Source: an optimization exercise on an open RTL-to-GDS flow (aim: small area and a short achievable clock period). Production flows keep margins and buffers that such runs may drop. At most, simulation tests tie the RTL to the original design; equivalence was not proved. The clock port is modelled as an ideal driver; clocking choices that lean on that would not hold on a real chip. No activity file was given, so power comes from the tool's default toggle rates.

Setup of oak:
Design sce_top, start of the top module:
module sce_top (
    input  wire        clk,
    input  wire        rst,             
    input  wire        req_valid,
    output wire        req_ready,
    input  wire [2:0]  req_op,
    input  wire [31:0] req_reg,
    input  wire [31:0] req_value,
    input  wire [31:0] req_width,
    input  wire [31:0] req_height,
    input  wire [31:0] req_baud,
    input  wire [31:0] req_timeout,
    output reg         rsp_valid,
    output reg  [2:0]  rsp_status,
    output wire [7:0]  rsp_value,
    output wire [31:0] rsp_received,
    output wire [31:0] rsp_expected,
    input  wire        teardown,
    output reg         link_cmd_valid,
    output wire [2:0]  link_cmd,
    output wire [23:0] link_wdata,
    output wire [1:0]  link_wlen,
    output wire [31:0] link_rd_n,
    output reg  [31:0] link_baud,
    output reg  [31:0] link_timeout,
    input  wire        link_ans_valid,
    input  wire        link_ans_ok,
    input  wire        link_rx_valid,
    input  wire [7:0]  link_rx_data,
    output reg         pix_valid,
    output wire [23:0] pix_rgb,
    output wire        pix_eol,
    output wire        pix_eof
);
    localparam [2:0] ST_OK               = 3'd0;
    localparam [2:0] ST_CONNECTION_ERROR = 3'd1;
    localparam [2:0] ST_INVALID_ARGUMENT = 3'd2;
    localparam [2:0] ST_INCOMPLETE_FRAME = 3'd3;
    localparam [2:0] ST_IO_ERROR         = 3'd4;
    localparam [2:0] ST_RESPONSE_TIMEOUT = 3'd5;
    localparam [2:0] ST_INVALID_STATE    = 3'd6;
    localparam [2:0] ST_ABORTED          = 3'd7;
    localparam [2:0] S_OPEN_W  = 3'd0;    
    localparam [2:0] S_IDLE    = 3'd1;    
    localparam [2:0] S_FLUSH_W = 3'd2;    
    localparam [2:0] S_TX_W    = 3'd3;    
    localparam [2:0] S_READ_W  = 3'd4;    
    reg [2:0]  state;
    reg        rdy;           
    reg        sess;
    reg        td_pending;
    reg        op_w;          
    reg        op_r;          
    reg        sz320;         
    reg        sz176;         
    reg [15:0] buf16;         
    reg [17:0] rem;           
    reg        chunk_any;     
    reg [3:0]  row_k;         
    wire st_idle  = ~state[1] &  state[0];
  ...
For scale: roughly 570 cells after synthesis, ~440 I/O pins.
clock: 12.0 ns
lec_check: 0
cap_margin: 20
core_margin: 2
core_utilization: 25
place_density: 0.8
slew_margin: 20
standard.sh (not shown) runs the stock make flow with config.mk's settings and CLKGATE_MAP_FILE= SYNTH_SCRIPT=/design/flow/synth_recipe.tcl, a recipe that flattens the netlist after the stock synthesis.
==> flow/flow/run.sh <==
#!/bin/bash
# Own layout flow: the standard ORFS flow with
#  - synthesis exactly as standard.sh runs it, except that ABC maps the
#    combinational logic with an area-oriented script (flow/abc.script)
#    instead of ORFS's abc_speed.script; registers are untouched;
#  - port buffers and clock tree from small cells instead of the defaults
#    (delay buffers on every port, a clkbuf_16 tree with dummy loads);
#  - one tie cell for all constant outputs;
#  - timing repair aimed at a slack margin well above the 12 ns clock's needs.
set -euo pipefail
here=$(pwd)
rm -rf "$here/scripts_abc"
cp -r "$FLOW_HOME/scripts" "$here/scripts_abc"
cp "$here/flow/abc.script" "$here/scripts_abc/abc_speed.script"
bash standard.sh SCRIPTS_DIR="$here/scripts_abc" synth > flow_synth.log 2>&1
export BUFFER_PORTS_ARGS="-buffer_cell sky130_fd_sc_hd__buf_1"
export CTS_ARGS="-sink_clustering_enable -repair_clock_nets -dont_use_dummy_load -root_buf sky130_fd_sc_hd__clkbuf_8 -buf_list sky130_fd_sc_hd__clkbuf_8"
export SETUP_SLACK_MARGIN=6.9
export SKIP_REPAIR_TIE_FANOUT=1
bash standard.sh finish > flow_standard.log 2>&1
==> flow/flow/abc.script <==
strash
&get -n
&st
&syn2
&synch2
&dch
&nf -R 1000
&put
topo
Input-level comparison between pine and oak:
--- a/flow/design.v
+++ b/flow/design.v
@@ -76,17 +76,15 @@
     wire value_ok  = ~|req_value[31:8];
     assign link_cmd     = state;
     assign link_wdata   = {op_w, 1'b0, op_w, 1'b0, op_w, 1'b0, op_w, 1'b0, buf16};
     assign link_wlen    = {op_w | op_r, ~op_r};
     assign link_rd_n    = {14'd0, rem};
     assign rsp_value    = buf16[15:8];
     assign rsp_expected = {14'd0, byte_size};
-    wire [17:0] rem_dec  = rem - 18'd1;
-    wire [8:0]  size_hi  = sz320 ? 9'd300 : sz176 ? 9'd99 : 9'd75;
-    assign rsp_received = {14'd0, size_hi + ~rem_dec[17:9], ~rem_dec[8:0]};
+    assign rsp_received = {14'd0, byte_size + ~rem + 18'd1};
     assign pix_eof      = ~|rem;
     assign pix_eol      = low_zero & (row_k == 4'd0);
     function [2:0] lo5;           
         input [4:0] x;
         begin
             lo5 = (x >= 5'd31) ? 3'd7 : (x >= 5'd27) ? 3'd6 : (x >= 5'd23) ? 3'd5 :
                   (x >= 5'd18) ? 3'd4 : (x >= 5'd14) ? 3'd3 : (x >= 5'd9)  ? 3'd2 :
@@ -191,15 +189,15 @@
             if (!sess) begin
                 sz320 <= p320;
                 sz176 <= p176;
             end
         end
         if (rx) begin
             chunk_any <= 1'b1;
-            rem       <= rem_dec;
+            rem       <= rem - 18'd1;
             if (low_zero) row_k <= row_km1;
             if (rem[0]) buf16[15:8] <= link_rx_data;
             else        buf16[7:0]  <= link_rx_data;
         end
         if (ans & st_read)
             chunk_any <= 1'b0;
         if (first_read) begin
Notes after the runs:
Delta(number of stages on the worst hold path, pine - oak) > 0. Between pine and oak, the final routed wire length divided by cell count figures differ only marginally. Changes observed in pine relative to oak: routed wire length up about 4%; final setup skew fell 0.012 ns. Against oak, pine comes in 1.7 points lower on portion of total power attributed to the clock network. | fraction of power consumed by sequential logic | pine vs oak | 2.3 points lower |. | number of detailed-route iterations in the first pass | oak vs pine | ≈ equal |.
No functional check of the RTL was part of oak.

The RTL this note starts from:
==> flow/design.v <==
module sce_top (
    input  wire        clk,
    input  wire        rst,             
    input  wire        req_valid,
    output wire        req_ready,
    input  wire [2:0]  req_op,
    input  wire [31:0] req_reg,
    input  wire [31:0] req_value,
    input  wire [31:0] req_width,
    input  wire [31:0] req_height,
    input  wire [31:0] req_baud,
    input  wire [31:0] req_timeout,
    output reg         rsp_valid,
    output reg  [2:0]  rsp_status,
    output wire [7:0]  rsp_value,
    output wire [31:0] rsp_received,
    output wire [31:0] rsp_expected,
    input  wire        teardown,
    output reg         link_cmd_valid,
    output wire [2:0]  link_cmd,
    output wire [23:0] link_wdata,
    output wire [1:0]  link_wlen,
    output wire [31:0] link_rd_n,
    output reg  [31:0] link_baud,
    output reg  [31:0] link_timeout,
    input  wire        link_ans_valid,
    input  wire        link_ans_ok,
    input  wire        link_rx_valid,
    input  wire [7:0]  link_rx_data,
    output reg         pix_valid,
    output wire [23:0] pix_rgb,
    output wire        pix_eol,
    output wire        pix_eof
);
    localparam [2:0] ST_OK               = 3'd0;
    localparam [2:0] ST_CONNECTION_ERROR = 3'd1;
    localparam [2:0] ST_INVALID_ARGUMENT = 3'd2;
    localparam [2:0] ST_INCOMPLETE_FRAME = 3'd3;
    localparam [2:0] ST_IO_ERROR         = 3'd4;
    localparam [2:0] ST_RESPONSE_TIMEOUT = 3'd5;
    localparam [2:0] ST_INVALID_STATE    = 3'd6;
    localparam [2:0] ST_ABORTED          = 3'd7;
    localparam [2:0] S_OPEN_W  = 3'd0;    
    localparam [2:0] S_IDLE    = 3'd1;    
    localparam [2:0] S_FLUSH_W = 3'd2;    
    localparam [2:0] S_TX_W    = 3'd3;    
    localparam [2:0] S_READ_W  = 3'd4;    
    reg [2:0]  state;
    reg        rdy;           
    reg        sess;
    reg        td_pending;
    reg        op_w;          
    reg        op_r;          
    reg        sz320;         
    reg        sz176;         
    reg [15:0] buf16;         
    reg [17:0] rem;           
    reg        chunk_any;     
    reg [3:0]  row_k;         
    wire st_idle  = ~state[1] &  state[0];
    wire st_open  = ~state[2] & ~state[1] & ~state[0];
    wire st_read  =  state[2];
    wire td_seen  = td_pending | teardown;
    assign req_ready = rdy & ~teardown;
    wire [17:0] byte_size = sz320 ? 18'd153600 : sz176 ? 18'd50688 : 18'd38400;
    wire        z5       = ~|rem[4:0];
    wire        z6       = z5 & ~rem[5];
    wire        z7       = z6 & ~rem[6];
    wire        low_zero = sz176 ? z5 : sz320 ? z7 : z6;
    wire [3:0]  row_km1  = (row_k == 4'd0) ? (sz176 ? 4'd10 : 4'd4) : row_k - 4'd1;
    wire p176 = (req_width == 32'd176) && (req_height == 32'd144);
    wire p160 = (req_width == 32'd160) && (req_height == 32'd120);
    wire p320 = (req_width == 32'd320) && (req_height == 32'd240);
    wire preset_ok = p176 | p160 | p320;
    wire reg_ok    = ~|req_reg[31:8];
    wire value_ok  = ~|req_value[31:8];
    assign link_cmd     = state;
    assign link_wdata   = {op_w, 1'b0, op_w, 1'b0, op_w, 1'b0, op_w, 1'b0, buf16};
    assign link_wlen    = {op_w | op_r, ~op_r};
    assign link_rd_n    = {14'd0, rem[17:1], rem[0] | op_r};
    assign rsp_value    = buf16[7:0];
    assign rsp_expected = {14'd0, byte_size};
    wire [17:0] rem_dec  = rem - 18'd1;
    wire [8:0]  size_hi  = sz320 ? 9'd300 : sz176 ? 9'd99 : 9'd75;
    wire [17:0] received = {size_hi + ~rem_dec[17:9], ~rem_dec[8:0]};
    assign rsp_received = {14'd0, rem};
    assign pix_eof      = ~|rem;
    assign pix_eol      = low_zero & (row_k == 4'd0);
    function [2:0] lo5;           
        input [4:0] x;
        begin
            lo5 = (x >= 5'd31) ? 3'd7 : (x >= 5'd27) ? 3'd6 : (x >= 5'd23) ? 3'd5 :
                  (x >= 5'd18) ? 3'd4 : (x >= 5'd14) ? 3'd3 : (x >= 5'd9)  ? 3'd2 :
                  (x >= 5'd5)  ? 3'd1 : 3'd0;
        end
    endfunction
    function [1:0] lo6;           
        input [5:0] x;
        begin
            lo6 = (x >= 6'd63) ? 2'd3 : (x >= 6'd42) ? 2'd2 : (x >= 6'd21) ? 2'd1 : 2'd0;
        end
    endfunction
    assign pix_rgb = {buf16[15:11], lo5(buf16[15:11]),
                      buf16[10:5],  lo6(buf16[10:5]),
                      buf16[4:0],   lo5(buf16[4:0])};
    wire rx       = link_rx_valid & st_read;
    wire ans      = link_ans_valid;
    wire fail     = td_seen | ~link_ans_ok;        
    wire read_end = ~chunk_any | op_r | ~|rem;     
    wire arg_bad  = req_op[1] ? (~reg_ok | (~req_op[0] & ~value_ok))
                              : (~req_op[2] & ~req_op[0] & ~preset_ok);
    wire is_close = ~req_op[2] & ~req_op[1] & req_op[0];
    wire op_valid = ~req_op[2] | (~req_op[1] & ~req_op[0]);     
    wire take     = st_idle & ~td_seen & req_valid & op_valid;
    wire starts   = take & ~arg_bad & (req_op[0] | req_op[1] | req_op[2] ? sess : ~sess)
                         & ~is_close;                          
    reg  [2:0] state_n;
    reg        cmd_n, rsp_n, sess_n;
    reg  [2:0] status_n;
    always @* begin
        state_n  = state;
        cmd_n    = 1'b0;
        rsp_n    = 1'b0;
        sess_n   = sess;
        status_n = 3'bxxx;
        if (st_idle) begin
            status_n = {~is_close & ~arg_bad, ~is_close, 1'b0};
            if (td_seen) begin
                cmd_n  = sess;
                sess_n = 1'b0;
            end else if (take) begin
                if (is_close) begin
                    cmd_n  = sess;
                    sess_n = 1'b0;
                    rsp_n  = 1'b1;
                end else if (starts) begin
                    cmd_n   = 1'b1;
                    state_n = req_op[2] | req_op[1] ? S_FLUSH_W : S_OPEN_W;
                end else
                    rsp_n  = 1'b1;
            end
        end else if (st_open) begin
            status_n = {2'b00, ~link_ans_ok};
            if (ans) begin
                rsp_n   = 1'b1;
                sess_n  = link_ans_ok;
                state_n = S_IDLE;
            end
        end else begin
            if (fail)
                status_n = {1'b1, td_seen, td_seen};
            else
                status_n = {st_read & ~chunk_any & op_r, st_read & ~chunk_any & ~op_r,
                            st_read & ~chunk_any};
            if (ans) begin
                if (fail) begin
                    cmd_n   = 1'b1;
                    sess_n  = 1'b0;
                    rsp_n   = 1'b1;
                    state_n = S_IDLE;
                end else if (!state[2]) begin
                    if (!state[0]) begin
                        cmd_n   = 1'b1;             
                        state_n = S_TX_W;
                    end else if (op_w) begin
                        rsp_n   = 1'b1;             
                        state_n = S_IDLE;
                    end else begin
                        cmd_n   = 1'b1;             
                        state_n = S_READ_W;
                    end
                end else if (read_end) begin
                    rsp_n   = 1'b1;
                    state_n = S_IDLE;
                end else
                    cmd_n   = 1'b1;                 
            end
        end
    end
    wire td_n = ~st_idle & ~(ans & ~st_open) & td_seen;
    wire first_read = ans & ~fail & state[1] & state[0];
    always @(posedge clk) begin
        link_baud    <= req_baud;
        link_timeout <= req_timeout;
        rsp_status   <= status_n;
        pix_valid    <= rx & rem[0] & ~op_r & ~rst;
        if (st_idle) begin
            op_w <= req_op[1] & ~req_op[0];
            op_r <= req_op[1] &  req_op[0];
            buf16[15:8] <= req_op[1] ? (req_op[0] ? 8'hBB : req_reg[7:0]) : 8'h00;
            buf16[7:0]  <= req_op[1] ? (req_op[0] ? req_reg[7:0] : req_value[7:0]) : 8'hCC;
            if (!sess) begin
                sz320 <= p320;
                sz176 <= p176;
            end
        end
        if (rx) begin
            chunk_any <= 1'b1;
            rem       <= rem_dec;
            if (low_zero) row_k <= row_km1;
            if (rem[0]) buf16[15:8] <= link_rx_data;
            else        buf16[7:0]  <= link_rx_data;
        end
        if (ans)
            chunk_any <= 1'b0;
        if (~state[2] & state[1] & ~state[0])
            rem       <= 18'd0;
        if ((first_read & ~op_r) | (ans & st_read & ~chunk_any))
            rem       <= received;
        if (first_read)
            row_k     <= 4'd0;
        if (rst) begin
            state          <= S_IDLE;
            rdy            <= 1'b1;
            sess           <= 1'b0;
            td_pending     <= 1'b0;
            link_cmd_valid <= 1'b0;
            rsp_valid      <= 1'b0;
        end else begin
            state          <= state_n;
            rdy            <= (state_n == S_IDLE) & ~td_n;
            sess           <= sess_n;
            td_pending     <= td_n;
            link_cmd_valid <= cmd_n;
            rsp_valid      <= rsp_n;
        end
    end
endmodule
Settings: LEC_CHECK=0, CAP_MARGIN=20, CORE_MARGIN=2, CORE_UTILIZATION=25, PLACE_DENSITY=0.8, SLEW_MARGIN=20; clock period 12.0 ns.
==> flow/flow/run.sh <==
#!/bin/bash
# Own layout flow: the standard ORFS flow with
#  - synthesis exactly as standard.sh runs it, except that ABC maps the
#    combinational logic with an area-oriented script (flow/abc.script)
#    instead of ORFS's abc_speed.script; registers are untouched;
#  - port buffers and clock tree from small cells instead of the defaults
#    (delay buffers on every port, a clkbuf_16 tree with dummy loads); a
#    clock leaf buffer with a high slew is upsized after CTS (flow/post_cts.tcl);
#  - one tie cell for all constant outputs;
#  - timing repair aimed at a slack margin well above the 12 ns clock's needs.
set -euo pipefail
here=$(pwd)
rm -rf "$here/scripts_abc"
cp -r "$FLOW_HOME/scripts" "$here/scripts_abc"
cp "$here/flow/abc.script" "$here/scripts_abc/abc_speed.script"
bash standard.sh SCRIPTS_DIR="$here/scripts_abc" synth > flow_synth.log 2>&1
export BUFFER_PORTS_ARGS="-buffer_cell sky130_fd_sc_hd__buf_1"
export CTS_ARGS="-sink_clustering_enable -repair_clock_nets -dont_use_dummy_load -root_buf sky130_fd_sc_hd__clkbuf_8 -buf_list sky130_fd_sc_hd__clkbuf_4"
export SETUP_SLACK_MARGIN=6.9
export SKIP_REPAIR_TIE_FANOUT=1
export POST_CTS_TCL="$here/flow/post_cts.tcl"
bash standard.sh finish > flow_standard.log 2>&1
==> flow/flow/abc.script <==
strash
&get -n
&st
&syn4
&dch
&nf -R 1000
&put
topo
==> flow/flow/post_cts.tcl <==
estimate_parasitics -placement
set upsized 0
foreach inst [get_cells -filter "ref_name == sky130_fd_sc_hd__clkbuf_4"] {
  set o [get_pins -of_objects $inst -filter "direction == output"]
  set s [expr {max([get_property $o slew_max_rise], [get_property $o slew_max_fall])}]
  if {$s > 0.100} {
    replace_cell $inst sky130_fd_sc_hd__clkbuf_8
    incr upsized
  }
}
puts "post_cts: upsized $upsized clock buffers"
if {$upsized > 0} {
  detailed_placement
  estimate_parasitics -placement
}
Change:
--- a/flow/design.v
+++ b/flow/design.v
@@ -29,9 +29,9 @@
     input  wire [7:0]  link_rx_data,
     output reg         pix_valid,
     output wire [23:0] pix_rgb,
     output wire        pix_eol,
-    output wire        pix_eof
+    output reg         pix_eof
 );
     localparam [2:0] ST_OK               = 3'd0;
     localparam [2:0] ST_CONNECTION_ERROR = 3'd1;
     localparam [2:0] ST_INVALID_ARGUMENT = 3'd2;
@@ -66,9 +66,11 @@
     wire        z5       = ~|rem[4:0];
     wire        z6       = z5 & ~rem[5];
     wire        z7       = z6 & ~rem[6];
     wire        low_zero = sz176 ? z5 : sz320 ? z7 : z6;
-    wire [3:0]  row_km1  = (row_k == 4'd0) ? (sz176 ? 4'd10 : 4'd4) : row_k - 4'd1;
+    localparam [3:0] ROW_K0 = 4'b0001, ROW_K4 = 4'b1111, ROW_K10 = 4'b0110;
+    wire        row_k0   = (row_k == ROW_K0);
+    wire [3:0]  row_km1  = row_k0 ? (sz176 ? ROW_K10 : ROW_K4) : {row_k[2:0], row_k[3] ^ row_k[2]};
     wire p176 = (req_width == 32'd176) && (req_height == 32'd144);
     wire p160 = (req_width == 32'd160) && (req_height == 32'd120);
     wire p320 = (req_width == 32'd320) && (req_height == 32'd240);
     wire preset_ok = p176 | p160 | p320;
@@ -83,10 +85,9 @@
     wire [17:0] rem_dec  = rem - 18'd1;
     wire [8:0]  size_hi  = sz320 ? 9'd300 : sz176 ? 9'd99 : 9'd75;
     wire [17:0] received = {size_hi + ~rem_dec[17:9], ~rem_dec[8:0]};
     assign rsp_received = {14'd0, rem};
-    assign pix_eof      = ~|rem;
-    assign pix_eol      = low_zero & (row_k == 4'd0);
+    assign pix_eol      = low_zero & row_k0;
     function [2:0] lo5;           
         input [4:0] x;
         begin
             lo5 = (x >= 5'd31) ? 3'd7 : (x >= 5'd27) ? 3'd6 : (x >= 5'd23) ? 3'd5 :
@@ -183,8 +184,9 @@
         link_baud    <= req_baud;
         link_timeout <= req_timeout;
         rsp_status   <= status_n;
         pix_valid    <= rx & rem[0] & ~op_r & ~rst;
+        pix_eof      <= (rem == 18'd1);       
         if (st_idle) begin
             op_w <= req_op[1] & ~req_op[0];
             op_r <= req_op[1] &  req_op[0];
             buf16[15:8] <= req_op[1] ? (req_op[0] ? 8'hBB : req_reg[7:0]) : 8'h00;
@@ -207,9 +209,9 @@
             rem       <= 18'd0;
         if ((first_read & ~op_r) | (ans & st_read & ~chunk_any))
             rem       <= received;
         if (first_read)
-            row_k     <= 4'd0;
+            row_k     <= ROW_K0;
         if (rst) begin
             state          <= S_IDLE;
             rdy            <= 1'b1;
             sess           <= 1'b0;
What happened:
- area after synthesis increases by 0.54%
- combinational power goes down by about 2%
- maximum frequency is about the same
- count of clock-buffer cells in the layout is unchanged
- total power came out lower by 0.70%
- wire length is higher by 2.3%
- sequential power barely changes
- hold slack loses 58 ps
- clock power went down by about 3%
- sequential cell count rose by 1

-- static timing again, ports no longer ideal --
The flow's constraints put no driver on any port. The routed layouts listed below were extracted and timed again, unchanged, in two steps.
Step 1 sets driving cells, clkbuf_16 on the clock port and buf_2 on the other inputs (assumed; they add their load-dependent delay and slew).
Step 2 moves the port delays by t, midway between the first and last clock arrival at a register: inputs arrive t later, outputs are due t later. That takes back most of the time a late clock gives input paths.
a / b / c = ideal ports / drivers / drivers and shift; a / b = the first two.
| run | t (ns) | slack for setup (ns) | worst setup path after step 2 |
|---|---|---|---|
| oak | 0.453 | 6.243 / 6.209 / 6.661 | register to output |
| pine | 0.451 | 6.401 / 6.362 / 6.812 | register to output |
| the first run of note 2 | 0.425 | 6.885 / 6.842 / 6.842 | input to output |
| the second run of note 2 | 0.428 | 6.894 / 6.854 / 6.854 | input to output |
After both steps setup and hold are still met in every run listed. For the first run of note 2, which loses most, drivers alone change the setup slack by -0.043 ns; drivers and shift together by -0.043 ns.
